Source: an optimization exercise on an open RTL-to-GDS flow (aim: small area). Production flows keep margins and buffers that such runs may drop.
In this exercise RTL edits were held to simulation tests only and were not proved equivalent to the original.
No activity file was given, so power comes from the tool's default toggle rates.

===== run.sh =====
#!/bin/bash
# synth_recipe.tcl (not shown) runs the flow's synth.tcl, then flattens the netlist and writes it again
# the make line also repeats each setting of config.mk as NAME=value (left out here)
make -C /OpenROAD-flow-scripts/flow DESIGN_CONFIG=/design/flow/config.mk WORK_HOME=/design/flow/orfs CLKGATE_MAP_FILE= SYNTH_SCRIPT=/design/flow/synth_recipe.tcl finish

===== config.mk =====
export PLATFORM = sky130hd
export DESIGN_NAME = ninepin_core
export DESIGN_NICKNAME = ninepin_core
export VERILOG_FILES = /design/flow/design.v
export SDC_FILE = /design/flow/constraint.sdc
export NUM_CORES = 4
export LEC_CHECK = 0
export CAP_MARGIN = 20
export CORE_MARGIN = 2
export CORE_UTILIZATION = 40
export SLEW_MARGIN = 20

===== constraint.sdc =====
create_clock -name core_clock -period 10.0 [get_ports {clk}]
set_input_delay 2.0000 -clock core_clock [delete_from_list [all_inputs] [get_ports {clk}]]
set_output_delay 2.0000 -clock core_clock [all_outputs]
set_load 0.01 [all_outputs]

===== design.v =====
module ninepin_core (
    input  wire        clk,
    input  wire        rst,
    input  wire        step,
    input  wire        trig,
    input  wire        iec_clk,
    input  wire        iec_data,
    input  wire        iec_atn,
    input  wire [31:0] now_us,
    input  wire        rd_req,
    input  wire [31:0] rd_count,
    output reg         data_pull,
    output wire        busy,
    output reg         ev_valid,
    output wire [21:0] ev,
    output wire        rd_busy,
    output wire        rd_valid,
    output wire [15:0] rd_frame,
    output wire        rd_done
);
    localparam EOI_US       = 200;
    localparam EOI_PULSE_US = 80;
    localparam TIMEOUT_US   = 10000;
    localparam ST_IDLE        = 4'b0000;    
    localparam ST_IDLE_FRAME  = 4'b0001;
    localparam ST_IDLE_STO    = 4'b0010;
    localparam ST_IDLE_BTO0   = 4'b0011;
    localparam ST_IDLE_BTO1   = 4'b0111;
    localparam ST_WAIT_START  = 4'b1000;
    localparam ST_EOI_ACK     = 4'b1001;
    localparam ST_BIT_READY   = 4'b1010;
    localparam ST_BIT_SAMPLE  = 4'b1011;
    localparam ST_BIT_RELEASE = 4'b1100;
    reg [3:0]  st;
    reg [2:0]  idx;
    reg [7:0]  acc;         
    reg        eoi;
    reg [31:0] t_anchor;
    reg [13:0] k_pulse;
    wire       abort_flag = (k_pulse[13:8] == 6'd0);
    assign busy = st[3];
    wire [31:0] elapsed   = now_us - t_anchor;
    wire        el_big    = |elapsed[31:14];
    wire        timed_out = el_big || (elapsed[13:0] > TIMEOUT_US);
    wire        ge_eoi    = el_big || (elapsed[13:0] >= EOI_US);
    wire        ge_pulse  = el_big || (elapsed[13:0] >= k_pulse);
    wire [9:0]  new_frame = {~iec_atn, eoi, acc};
    reg  [9:0]  wbuf;       
    reg [5:0]   head;
    wire        complete = step && (st == ST_BIT_RELEASE) && (idx == 3'd7) &&
                           (!iec_clk || timed_out);
    always @(posedge clk) begin
        if (rst) begin
            st        <= ST_IDLE;
            data_pull <= 1'b0;
            ev_valid  <= 1'b0;
            head      <= 6'd0;
        end else begin
            ev_valid <= step;
            if (step) begin
                case (st)
                    ST_WAIT_START: begin
                        if (!iec_clk) begin
                            idx      <= 3'd0;
                            t_anchor <= now_us;
                            st       <= ST_BIT_READY;
                        end else if (!eoi && ge_eoi) begin
                            eoi       <= 1'b1;
                            data_pull <= 1'b1;
                            if (timed_out) begin
                                t_anchor <= now_us;
                                k_pulse  <= EOI_PULSE_US;
                            end else begin
                                k_pulse  <= elapsed[13:0] + EOI_PULSE_US;
                            end
                            st <= ST_EOI_ACK;
                        end else if (timed_out) begin
                            st <= ST_IDLE_STO;
                        end
                    end
                    ST_EOI_ACK: begin
                        if (ge_pulse) begin
                            data_pull <= 1'b0;
                            st <= abort_flag ? ST_IDLE_STO : ST_WAIT_START;
                        end
                    end
                    ST_BIT_READY: begin
                        if (iec_clk)
                            st <= ST_BIT_SAMPLE;
                        else if (timed_out)
                            st <= ST_IDLE_BTO0;
                    end
                    ST_BIT_SAMPLE: begin
                        acc      <= {iec_data, acc[7:1]};
                        t_anchor <= now_us;
                        st       <= ST_BIT_RELEASE;
                    end
                    ST_BIT_RELEASE: begin
                        if (!iec_clk || timed_out) begin
                            if (idx != 3'd7 && !iec_clk) begin
                                idx      <= idx + 3'd1;
                                t_anchor <= now_us;
                                st       <= ST_BIT_READY;
                            end else if (idx != 3'd7) begin
                                st <= ST_IDLE_BTO1;
                            end else begin
                                data_pull <= 1'b1;
                                head      <= head + 6'd1;
                                wbuf      <= new_frame;
                                st        <= ST_IDLE_FRAME;
                            end
                        end
                    end
                    default: begin
                        if (!st[3] && trig) begin
                            data_pull <= 1'b0;
                            t_anchor  <= now_us;
                            eoi       <= 1'b0;
                            idx       <= 3'd0;
                            st        <= ST_WAIT_START;
                        end else begin
                            st <= ST_IDLE;
                        end
                    end
                endcase
            end
        end
    end
    wire ev_frame = (st == ST_IDLE_FRAME);
    wire ev_bto   = !st[3] && st[1] && st[0];
    assign ev = {6'd0, wbuf & {10{ev_frame}}, !st[3] && st[2],
                 idx & {3{ev_bto}}, st[1:0] & {2{!st[3]}}};
    reg [3:0]   rot;
    always @(posedge clk) begin
        if (rst) rot <= 4'd0;
        else     rot <= rot + 4'd1;
    end
    wire [5:0]  wslot = head - 6'd1;         
    wire        wr_here = (wslot[3:0] == rot);
    reg [159:0] ring0, ring1, ring2, ring3;
    always @(posedge clk) begin
        ring0 <= {(wr_here && wslot[5:4] == 2'd0) ? wbuf : ring0[9:0], ring0[159:10]};
        ring1 <= {(wr_here && wslot[5:4] == 2'd1) ? wbuf : ring1[9:0], ring1[159:10]};
        ring2 <= {(wr_here && wslot[5:4] == 2'd2) ? wbuf : ring2[9:0], ring2[159:10]};
        ring3 <= {(wr_here && wslot[5:4] == 2'd3) ? wbuf : ring3[9:0], ring3[159:10]};
    end
    reg       rd_active;
    reg [5:0] rd_left;
    reg [5:0] tail;
    wire [5:0] available = head - tail;
    wire       req_big   = |rd_count[31:7];
    wire [5:0] drain_cnt = (!req_big && rd_count[6:1] < available) ?
                           rd_count[6:1] : available;
    always @(posedge clk) begin
        if (rst) begin
            rd_active <= 1'b0;
            rd_left   <= 6'd0;
            tail      <= 6'd0;
        end else if (!rd_active) begin
            if (rd_req) begin
                rd_active <= 1'b1;
                rd_left   <= drain_cnt;
                tail      <= tail + drain_cnt;
            end
        end else begin
            if (rd_left == 6'd0)
                rd_active <= 1'b0;
            else
                rd_left <= rd_left - 6'd1;
        end
    end
    wire [5:0] rslot = tail - rd_left;
    wire [3:0] rpos  = rslot[3:0] - rot;
    reg  [9:0] rword;
    always @(*) begin
        case (rslot[5:4])
            2'd0: rword = ring0[rpos*10 +: 10];
            2'd1: rword = ring1[rpos*10 +: 10];
            2'd2: rword = ring2[rpos*10 +: 10];
            default: rword = ring3[rpos*10 +: 10];
        endcase
    end
    assign rd_busy  = rd_active;
    assign rd_valid = rd_active && (rd_left != 6'd0);
    assign rd_done  = rd_active && (rd_left == 6'd0);
    assign rd_frame = {6'd0, (rslot == wslot) ? wbuf : rword};
endmodule

==> impl_metrics.json <==
{
  "layout.nets": 2552,
  "core_area_um2": 66900,
  "critical-path-top-cell-by-count": "buf_4",
  "post_synth_inst_count": 2305,
  "grt_antenna_before_repair": 0,
  "post_drt_via_cell_ratio": 5.40,
  "detailroute.via_count": 17991,
  "finalWirelength_um": 64000,
  "fin_tns_setup_ns": 0,
  "power.total_mw": 7.47,
  "tritoncts": "built",
  "ant_nets": 0,
  "clock_power_share_pct": 39.7,
  "worst_ep_arrival_time_ns": 5.82,
  "worstPathCellList": "ha_1 > inv_1 > fa_1 > a21o_1 > a21oi_1 > xor2_4 > buf_4 > buf_4 > nor2_4 > buf_4 > a221oi_1 > o21ai_0 > a41oi_1 > a21oi_1 > a221o_1 > clkdlybuf4s50_1",
  "rsz0062_at_grt": "no",
  "ir_worst_vdd_mv": 0.205,
  "worst-path-max-fanout": 55,
  "finalHoldWorstSlack_ns": 0.331,
  "pwr-share-comb_pct": 20.0,
  "timing.reg2reg.worst_path_depth": 21,
  "p_per_area_nw_per_um2": 237,
  "fin_area_um2": 31500,
  "die_area_um2": 69500,
  "crit_type": "reg2out",
  "layout-drive-gt1-share_pct": 14.5,
  "syn2layout_area_growth_pct": 16.8,
  "dpl-instance-area_um2": 28800,
  "ys_ff_latch": 737,
  "post-synth-top-count-cell": "dfxtp_1",
  "grt_max_degree": 124,
  "row_count": 95,
  "setup_viol": 0,
  "fillCellCount": 5981,
  "crit_path_start_kind": "flip-flop",
  "timing_worst_slew_pin_value_ns": 1.16,
  "clock_sinks": 737,
  "number_of_synthesized_flops_with_an_enable_pin": 68,
  "clock_tree.buffer_depth": 3,
  "most_numerous_cell_types_in_the_synthesized_netlist": "669 x dfxtp_1, 191 x nand2_1, 126 x nor2_1",
  "seqPwrFrac_pct": 40.3,
  "p_leak_nw": 12.1,
  "antenna_cells": 0,
  "pre_cts_ws_ns": 2.85,
  "io_pins": 116,
  "cell_internal_pwr_mw": 5.26,
  "drcViolationCount": 0,
  "effective_utilization_at_floorplan_pct": 40.3,
  "floorplan.die.height_um": 264,
  "route.detailed.wl_per_inst_um": 19.2,
  "die_wd_um": 264,
  "cp_data_required_time_ns": 8.00,
  "ctsHoldBuffers": 0,
  "first_pass_iters": 5,
  "synth_warnings": 1,
  "max_cap_viol_count": 0,
  "timing.slew.headroom_pct": 22.8,
  "finalHoldViolCount": 0,
  "slew_viol_final": 0,
  "synth_async_sr_flop_share_pct": 0,
  "netlist-cell-type-count": 93,
  "post_synth_main_area_contributors": "dfxtp_1 50%, mux4_2 8.1%, edfxtp_1 7.6%",
  "fmaxAchievable_mhz": 128,
  "clk_pin_slew_worst_paths_ns": 0.06,
  "clock-root-buffer": "clkbuf_16",
  "post_cts_buffers": 0,
  "crit_slowest_cell": "buf_4",
  "wire_length_of_the_first_global_routing_pass_um": 102000,
  "worst_slack_ns": 2.18,
  "p_sw_mw": 2.21,
  "synth_seq_area_share_pct": 57.3,
  "holdCritPathClass": "reg2reg",
  "post-dp-hpwl_um": 42300,
  "post_cts.resized_instances": 0,
  "cp-end-kind": "output port",
  "port-buffer-count": 102,
  "worst_skew_pair.late_latency_ns": 0.63,
  "final.setup_skew_ns": 0.0438,
  "critical_path.max_stage_delay_ns": 0.65,
  "portion_of_synthesized_cell_area_occupied_by_the_leading_cell_type_pct": 49.7,
  "worst_hold_path.num_cells": 0,
  "overflow": 0,
  "outcome": "no timing/DRC/antenna violations",
  "power.share.switching_pct": 29.5,
  "synthesis.area_um2": 27000,
  "detailedRoute.firstIterationViolations": 1108,
  "grt_util_all_layers_pct": 18.5,
  "grt_pass1_vias": 18611,
  "largest_area_contributor_in_the_synthesized_netlist": "dfxtp_1",
  "post-route-min-period_ns": 7.82,
  "avgSynthCellArea_um2": 11.7,
  "synthFlopType": "dfxtp_1",
  "cts.htree.levels": 3,
  "finalWeightedCongestion": 0.857,
  "layout_worst_path_cycle_share_pct": 78.2,
  "num_cts_buffers": 77
}
[metrics by stage]
step / cells / utilization [%]
2_1_floorplan: 2316 / -
3_3_place_gp: 3192 / 43.0
3_5_place_dp: 3192 / 43.0
4_1_cts: 3333 / 47.0
5_1_grt: 3334 / 47.1
6_report: 3334 / 47.1
[critical path: cells and delay by family (launching register included)]
family / cells / cell delay [ns]
xor+xnor: 1 / 0.16
simple gates: 1 / 0.18
buf+inv: 5 / 1.97
fa+ha+maj: 2 / 0.60
compound gates: 7 / 1.80
flops: 1 / 0.42
[layout by cell type (no fill, tap or decap), drive strengths merged, types with 29 or more instances in the layout]
| cell | synthesis | routed |
|---|---|---|
| clkdlybuf4s50 | 0 | 102 |
| a221oi | 32 | 32 |
| clkbuf | 72 | 98 |
| o21ai | 72 | 72 |
| nand3 | 64 | 64 |
| a21oi | 117 | 117 |
| dfxtp | 669 | 669 |
| edfxtp | 68 | 68 |
| nor3 | 39 | 39 |
| a31oi | 38 | 38 |
| inv | 96 | 105 |
| nand2 | 191 | 191 |
| xor2 | 29 | 29 |
| ha | 76 | 76 |
| mux4 | 97 | 97 |
| nor2 | 126 | 126 |
| mux2 | 75 | 75 |
| nand4 | 32 | 32 |
[state kept, by name (all words and copies together), names as in the netlist, 3 cells and up]
register,cells
ring1,160
ring0,160
rot,4
head,6
rd_left,6
t_anchor,32
wbuf,10
tail,6
k_pulse,14
ring2,160
st,4
idx,3
acc,8
ring3,160
[layout make-up]
class / instances / area [um^2] / share of cell area (%)
flip-flops and latches: 737 / 15400 / 49.0
multi-input cells: 1357 / 10700 / 33.9
clock buffers: 98 / 2160 / 6.85
repair buffers: 128 / 1250 / 3.96
well taps: 873 / 1090 / 3.47
clock inverters: 43 / 524 / 1.66
inverters: 98 / 368 / 1.17
[metal layers]
metal,wire (um),global-route usage [%],vias to the layer above
met4,1650,6.38,0
met5,0,0,-
met2,28800,29.0,483
li1,-,-,8559
met3,3930,4.11,111
met1,29600,25.2,8838
[worst paths after layout]
path,startpoint,endpoint,slack (ns)
max,rd_left[0],rd_frame[0],2.18
min,ring0[130],ring0[120],0.33
max reg2reg,head[0],tail[5],5.45
min reg2reg,ring0[130],ring0[120],0.33
[kinds of logic after synthesis]
family | count (synthesis) | share of synthesized area [%]
adder cells (fa/ha/maj) | 81 | 3.90
XOR/XNOR | 53 | 1.72
buffers and inverters | 222 | 3.77
flip-flops | 737 | 57.3
other | 1 | 0.0139
multiplexers | 199 | 12.3
AO/OA/AOI/OAI | 434 | 10.8
AND/OR/NAND/NOR | 578 | 10.3
[power groups by stage]
| stage | clock (mW) | combinational [mW] | sequential [mW] |
|---|---|---|---|
| global route | 3.15 | 1.62 | 3.01 |
| detailed placement | 0 | 1.50 | 3.07 |
| global placement | 0 | 1.49 | 3.07 |
| finish | 2.96 | 1.50 | 3.01 |
| floorplan | 0 | 0.989 | 3.07 |
| CTS | 3.03 | 1.50 | 3.01 |

[separate check: timing with driven ports]
No port has a modelled driver above. Below, the same layout with a new extraction and two added sets of constraints.
Step 1, drivers: a clkbuf_16 drives clk and a buf_2 each remaining input, both assumed.
Step 2 adds t to the input delays and takes it off the output delays; t is the mean of the earliest and latest rising clock arrival at the registers after step 1. Input paths then give back, and output paths get back, about the clock's delay inside the block.
a / b / c = no drivers / after step 1 / after step 2; a / b = the first two.
shift t [ns]: 0.674
setup WS [ns]: 2.182 / 2.120 / 2.794
worst setup path after step 2: register to output
After both steps setup and hold are still met in this run. For this run, drivers alone change the setup slack by -0.062 ns; drivers and shift together by +0.612 ns.
